Background: an optimization exercise with open tools, aiming at small area, a short achievable clock period and few clock cycles per item. Do not read the settings as production practice. Power figures rest on the tool's default switching activity, not on a simulated workload.

## ironfe_sdb
module ironfe_sdb (
    input  wire         clk,
    input  wire         rst,           
    input  wire         cmd_valid,
    output wire         cmd_ready,
    input  wire [103:0] cmd_word,
    output wire         rsp_valid,
    output wire [47:0]  rsp_word,
    output wire         src_ready,
    input  wire         src_valid,
    input  wire         src_eos,
    input  wire [7:0]   src_data,
    output wire         src_close,
    output wire         dst_we,
    output wire [30:0]  dst_addr,
    output wire [7:0]   dst_data
);
==> flow/config.mk <==
export PLATFORM = sky130hd
export DESIGN_NAME = ironfe_sdb
export DESIGN_NICKNAME = ironfe_sdb
export VERILOG_FILES = /design/flow/design.v
export SDC_FILE = /design/flow/constraint.sdc
export NUM_CORES = 4
export LEC_CHECK = 0
export CAP_MARGIN = 20
export CORE_MARGIN = 2
export CORE_UTILIZATION = 40
export SLEW_MARGIN = 20
==> flow/constraint.sdc <==
create_clock -name core_clock -period 10.0 [get_ports {clk}]
set_input_delay 2.0000 -clock core_clock [delete_from_list [all_inputs] [get_ports {clk}]]
set_output_delay 2.0000 -clock core_clock [all_outputs]
set_load 0.01 [all_outputs]
standard.sh (not shown) runs the stock make flow with config.mk's settings and CLKGATE_MAP_FILE= SYNTH_SCRIPT=/design/flow/synth_recipe.tcl, a recipe that flattens the netlist after the stock synthesis.
==> flow/flow/run.sh <==
#!/bin/bash
# Standard ORFS layout, with repair_timing asked for more setup slack than
# the design's clock needs and small port buffers.
set -o pipefail
bash standard.sh SETUP_SLACK_MARGIN=7 "BUFFER_PORTS_ARGS=-buffer_cell sky130_fd_sc_hd__buf_1" finish > standard_flow.log 2>&1
Change:
--- a/flow/design.v
+++ b/flow/design.v
@@ -54,18 +54,19 @@
                 3'h4:    base = 6'd22;
                 3'h5:    begin base = 6'd37; adj = 1'b1; end
                 3'h6:    begin base = 6'd48; adj = 1'b1; end
                 default: base = 6'd61;
             endcase
             t6_sx = base + {2'b00, c[3:0]} - {5'd0, adj & c[3]};
         end
     endfunction
     reg        idle_q;         
+    reg        s_chk;          
     reg        s_eval;         
     reg        s_fetch;        
     reg        s_count;        
     reg        s_fill;         
     reg        s_start;        
     reg        rv_q;           
     reg [2:0]  code_q;
     reg [1:0]  sub_q;
     reg [7:0]  info_q;
@@ -105,21 +106,19 @@
     wire [31:0] a_count  = cmd_word[103:72];
     wire        t0       = idle_q && cmd_valid;
     wire [31:0] ck_a     = {1'b0, a_q};
     wire [31:0] ck_r     = {1'b0, r_q};
     wire [31:0] ck_c     = ~{cap31_q, n_q};
     wire [31:0] ck_s     = ck_a ^ ck_r ^ ck_c;
     wire [31:0] ck_k     = (ck_a & ck_r) | (ck_a & ck_c) | (ck_r & ck_c);
     wire [32:0] ck_t     = {1'b0, ck_s} + {ck_k, 1'b0};
     wire        bad_room = ck_t[32];
-    wire        arg_bad  = (sub_q != 2'd0) || bad_room;
-    wire        cnt_zero = (r_q == 31'd0);
-    wire        go       = !arg_bad && !cnt_zero && !(kind_q && bhend_q);
+    wire        go       = (code_q == 3'd0) && (r_q != 31'd0) && !(kind_q && bhend_q);
     wire        fire     = sr_q && src_valid;
     wire        has      = bv_q || be_q;
     wire        d_mark   = (b_q == RLE_MARKER);
     wire        d_zero   = (b_q == 8'h00);
     wire        d_one    = (b_q == 8'h01);
     wire        d_two    = (b_q == 8'h02);
     wire        d_colon  = (b_q == BH_MARK);
     wire        d_nl     = (b_q == BH_LF) || (b_q == BH_CR);
     wire        d_ok     = t6_ok(b_q);
@@ -150,21 +149,28 @@
         sched    = 1'b0;
         done     = 1'b0;
         to_fetch = 1'b0;
         to_count = 1'b0;
         to_fill  = 1'b0;
         to_err   = 1'b0;
         ecode    = 3'd0;
         dd_n     = last_q;
         if (s_eval) begin
-            if (!go)          done = 1'b1;
-            else if (k_owed)  to_fill = 1'b1;
-            else              to_fetch = 1'b1;
+            if (!go) begin
+                done = 1'b1;
+            end else if (k_owed) begin
+                sched = 1'b1;
+                if (r_one)       done = 1'b1;
+                else if (k_last) to_fetch = 1'b1;
+                else             to_fill = 1'b1;
+            end else begin
+                to_fetch = 1'b1;
+            end
         end
         if (s_fill) begin
             sched = 1'b1;
             if (r_one)       done = 1'b1;
             else if (k_last) to_fetch = 1'b1;
             else             to_fill = 1'b1;
         end
         if (s_fetch) begin
             to_fetch = 1'b1;
@@ -276,24 +282,26 @@
         b_q <= src_data;
         if (idle_q) begin
             a_q       <= a_offset[30:0];
             r_q       <= a_count[30:0];
             n_q       <= (op == 3'd2) ? a_cap[30:0] : 31'd0;
             cap31_q   <= a_cap[31];
         end else begin
             a_q <= a_q ^ ({31{we_q}} & a_p);
             r_q <= r_q ^ ({31{sched}} & r_p);
-            if (s_eval || to_err)
+            if (s_chk || to_err)
                 n_q <= 31'd0;
+            else if (s_eval)
+                n_q <= {30'd0, sched};
             else
                 n_q <= n_q ^ ({31{sched}} & n_p);
         end
-        if (s_fill)
+        if (s_fill || (s_eval && sched))
             k_q <= k_q - 8'd1;
         else if (s_count && bv_q && lv_q)
             k_q <= b_q;
         if (s_fetch && bv_q && !kind_q && !d_mark) begin
             last_q <= b_q;
             lv_q   <= 1'b1;
         end
         if (s_count && bv_q && d_zero && fb_q) begin
             last_q <= RLE_MARKER;
@@ -308,42 +316,44 @@
                 held_q      <= held_q + 2'd3;    
             end
         end
         if (s_fetch && bv_q && kind_q && d_colon)
             bhend_q <= 1'b1;
         if (to_err) begin
             code_q <= ecode;
             info_q <= (ecode == E_INVCHR) ? b_q : 8'd0;
         end
-        if (s_eval && arg_bad) begin
+        if (s_chk && (sub_q != 2'd0 || bad_room)) begin
             code_q <= E_ARG;
             if (sub_q == 2'd0)
                 sub_q <= 2'd3;
         end
         if (rst) begin
             idle_q  <= 1'b1;
+            s_chk   <= 1'b0;
             s_eval  <= 1'b0;
             s_fetch <= 1'b0;
             s_count <= 1'b0;
             s_fill  <= 1'b0;
             s_start <= 1'b0;
             rv_q    <= 1'b0;
             we_q    <= 1'b0;
             sr_q    <= 1'b0;
             bv_q    <= 1'b0;
             be_q    <= 1'b0;
             close_q <= 1'b0;
             bound_q <= 1'b0;
         end else begin
             close_q <= 1'b0;
             rv_q    <= 1'b0;
             we_q    <= sched;
-            s_eval  <= 1'b0;
+            s_chk   <= 1'b0;
+            s_eval  <= s_chk;
             bv_q    <= fire && !src_eos;
             be_q    <= fire &&  src_eos;
             if (t0) begin
                 idle_q <= 1'b0;
                 code_q <= 3'd0;
                 sub_q  <= 2'd0;
                 info_q <= 8'd0;
                 case (op)
                     3'd0, 3'd1: begin
@@ -359,20 +369,20 @@
                         if (op[0]) begin
                             s_start <= 1'b1;
                             sr_q    <= 1'b1;
                         end else begin
                             idle_q <= 1'b1;
                             rv_q   <= 1'b1;
                         end
                     end
                     3'd2: begin
-                        s_eval <= 1'b1;
-                        sub_q  <= a_offset[31] ? 2'd1 : a_count[31] ? 2'd2 : 2'd0;
+                        s_chk <= 1'b1;
+                        sub_q <= a_offset[31] ? 2'd1 : a_count[31] ? 2'd2 : 2'd0;
                     end
                     3'd3: begin
                         if (bound_q) begin
                             close_q <= !fl_q;
                             bound_q <= 1'b0;
                         end
                         idle_q <= 1'b1;
                         rv_q   <= 1'b1;
                     end
Outcome:
- The new run passed the timing, design-rule and antenna checks
- cell area climbs by 3.9%
- clock power drops by about 2%
- worst hold slack is better by 0.081 ns
- die area climbs by 1.7%
- routed wire length climbs by 13%
- first-iteration DRC count climbs by 44%
- register-to-register slack is worse by 0.08 ns
- flip-flop and latch count climbs by 1
- clock skew is about the same
- synthesized cell count climbs by 4.4%
No run of this note included a check of the RTL's function; only the layout flow was run.


ironfe_sdb, a different RTL version from the one above (not shown whole).
Size: about 1300 cells after synthesis, roughly 160 flip-flops, about 210 I/O pins, ~10000 um^2 of cells after synthesis.
clock: 10.0 ns
lec_check: 0
cap_margin: 20
core_margin: 2
core_utilization: 40
slew_margin: 20
Scripts as last shown in full above: flow/flow/run.sh
==> next run, changes <==
--- a/flow/design.v
+++ b/flow/design.v
@@ -57,12 +57,13 @@
                 default: base = 6'd61;
             endcase
             t6_sx = base + {2'b00, c[3:0]} - {5'd0, adj & c[3]};
         end
     endfunction
     reg        idle_q;         
+    reg        s_chk;          
     reg        s_eval;         
     reg        s_fetch;        
     reg        s_count;        
     reg        s_fill;         
     reg        s_start;        
     reg        rv_q;           
@@ -108,15 +109,13 @@
     wire [31:0] ck_r     = {1'b0, r_q};
     wire [31:0] ck_c     = ~{cap31_q, n_q};
     wire [31:0] ck_s     = ck_a ^ ck_r ^ ck_c;
     wire [31:0] ck_k     = (ck_a & ck_r) | (ck_a & ck_c) | (ck_r & ck_c);
     wire [32:0] ck_t     = {1'b0, ck_s} + {ck_k, 1'b0};
     wire        bad_room = ck_t[32];
-    wire        arg_bad  = (sub_q != 2'd0) || bad_room;
-    wire        cnt_zero = (r_q == 31'd0);
-    wire        go       = !arg_bad && !cnt_zero && !(kind_q && bhend_q);
+    wire        go       = (code_q == 3'd0) && (r_q != 31'd0) && !(kind_q && bhend_q);
     wire        fire     = sr_q && src_valid;
     wire        has      = bv_q || be_q;
     wire        d_mark   = (b_q == RLE_MARKER);
     wire        d_zero   = (b_q == 8'h00);
     wire        d_one    = (b_q == 8'h01);
     wire        d_two    = (b_q == 8'h02);
@@ -249,26 +248,18 @@
     wire        k_last_nx = (s_fill && k_q == 8'd4) ||
                             (s_count && bv_q && lv_q && b_q == 8'd3);
     wire        in_term  = (src_data == BH_MARK) ||
                            !(t6_ok(src_data) || src_data == BH_LF || src_data == BH_CR);
     wire        in_short = (src_data[7:2] == 6'd0) && !(src_data[1] && src_data[0]) &&
                            (lv_q || src_data == 8'h00);
-    reg         sr_n;
-    always @(*) begin
-        sr_n = 1'b0;
-        if (to_fetch) begin
-            if (!kind_q)
-                sr_n = full_nx ? rn_ge2 : 1'b1;
-            else
-                sr_n = fire ? (rn_ge2 && !in_term) : 1'b1;
-        end else if (to_count) begin
-            sr_n = fire ? (rn_ge2 && in_short) : 1'b1;
-        end else if (to_fill) begin
-            sr_n = !full_nx && k_last_nx && rn_ge2;
-        end
-    end
+    wire        sr_keep  = to_fetch || to_count || (to_fill && k_last_nx && rn_ge2);
+    wire        sr_any   = rn_ge2 && to_fetch && !kind_q;
+    wire        sr_bh    = rn_ge2 && to_fetch && kind_q;
+    wire        sr_short = rn_ge2 && to_count;
+    wire        sr_n     = fire ? (sr_any || (sr_bh && !in_term) || (sr_short && in_short))
+                                : sr_keep;
     wire [30:0] a_p, n_p, r_p;
     assign a_p[0] = 1'b1;
     assign n_p[0] = 1'b1;
     assign r_p[0] = 1'b1;
     genvar gi;
     generate
@@ -285,17 +276,17 @@
             a_q       <= a_offset[30:0];
             r_q       <= a_count[30:0];
             n_q       <= (op == 3'd2) ? a_cap[30:0] : 31'd0;
             cap31_q   <= a_cap[31];
         end else begin
             a_q <= a_q ^ ({31{we_q}} & a_p);
-            r_q <= r_q ^ ({31{sched || (s_eval && k_owed)}} & r_p);
-            if (s_eval)
-                n_q <= {30'd0, sched};
-            else if (to_err)
+            r_q <= r_q ^ ({31{sched}} & r_p);
+            if (s_chk || to_err)
                 n_q <= 31'd0;
+            else if (s_eval)
+                n_q <= {30'd0, sched};
             else
                 n_q <= n_q ^ ({31{sched}} & n_p);
         end
         if (s_fill || (s_eval && sched))
             k_q <= k_q - 8'd1;
         else if (s_count && bv_q && lv_q)
@@ -320,19 +311,20 @@
         if (s_fetch && bv_q && kind_q && d_colon)
             bhend_q <= 1'b1;
         if (to_err) begin
             code_q <= ecode;
             info_q <= (ecode == E_INVCHR) ? b_q : 8'd0;
         end
-        if (s_eval && arg_bad) begin
+        if (s_chk && (sub_q != 2'd0 || bad_room)) begin
             code_q <= E_ARG;
             if (sub_q == 2'd0)
                 sub_q <= 2'd3;
         end
         if (rst) begin
             idle_q  <= 1'b1;
+            s_chk   <= 1'b0;
             s_eval  <= 1'b0;
             s_fetch <= 1'b0;
             s_count <= 1'b0;
             s_fill  <= 1'b0;
             s_start <= 1'b0;
             rv_q    <= 1'b0;
@@ -343,13 +335,14 @@
             close_q <= 1'b0;
             bound_q <= 1'b0;
         end else begin
             close_q <= 1'b0;
             rv_q    <= 1'b0;
             we_q    <= sched;
-            s_eval  <= 1'b0;
+            s_chk   <= 1'b0;
+            s_eval  <= s_chk;
             bv_q    <= fire && !src_eos;
             be_q    <= fire &&  src_eos;
             if (t0) begin
                 idle_q <= 1'b0;
                 code_q <= 3'd0;
                 sub_q  <= 2'd0;
@@ -371,14 +364,14 @@
                         end else begin
                             idle_q <= 1'b1;
                             rv_q   <= 1'b1;
                         end
                     end
                     3'd2: begin
-                        s_eval <= 1'b1;
-                        sub_q  <= a_offset[31] ? 2'd1 : a_count[31] ? 2'd2 : 2'd0;
+                        s_chk <= 1'b1;
+                        sub_q <= a_offset[31] ? 2'd1 : a_count[31] ? 2'd2 : 2'd0;
                     end
                     3'd3: begin
                         if (bound_q) begin
                             close_q <= !fl_q;
                             bound_q <= 1'b0;
                         end
- die area stays flat
- total power fell by 3.0%
- wire length goes down by 3.0%
- worst hold slack is about the same
- non-clock buffer count fell by 9
- clock power goes down by about 3%
- worst setup slack is better by 0.50 ns
- sequential power drops by about 0.8%
- clock skew rose by 0.0034 ns
Function was not checked in any run of this note: the RTL went through the layout flow alone.

## separate check: timing with driven ports
The flow's constraints put no driver on any port. The routed layouts listed below were extracted and timed again, unchanged, in two steps.
Step 1 assumes that a clkbuf_16 drives the clock port and a buf_2 every other input.
Step 2, shift: input delay + t, output delay - t, t = (earliest + latest rising clock arrival at the registers) / 2. This alone moves slack from input paths to output paths.
a / b / c = ideal / step 1 / step 2; a / b = the first two.
| run | t (ns) | setup slack, ns | worst setup path after step 2 | slew at the worst register clock pin (ns) | worst data-port slew with drivers (ns) |
|---|---|---|---|---|---|
| the first run of note 1 | 0.482 | 6.870 / 6.902 / 6.420 | input to register | 0.07 / 0.07 | 0.07 |
| the second run of note 1 | 0.476 | 6.856 / 6.856 / 6.540 | input to register | 0.08 / 0.08 | 0.08 |
| the first run of note 2 | 0.481 | 6.496 / 6.496 / 6.313 | input to register | 0.07 / 0.07 | 0.08 |
| the second run of note 2 | 0.478 | 7.000 / 6.976 / 6.547 | input to register | 0.07 / 0.07 | 0.07 |
After both steps setup and hold are still met in every run listed. The setup slack of the second run of note 2, which loses most, moves by -0.024 ns with the drivers and by -0.453 ns with both steps.
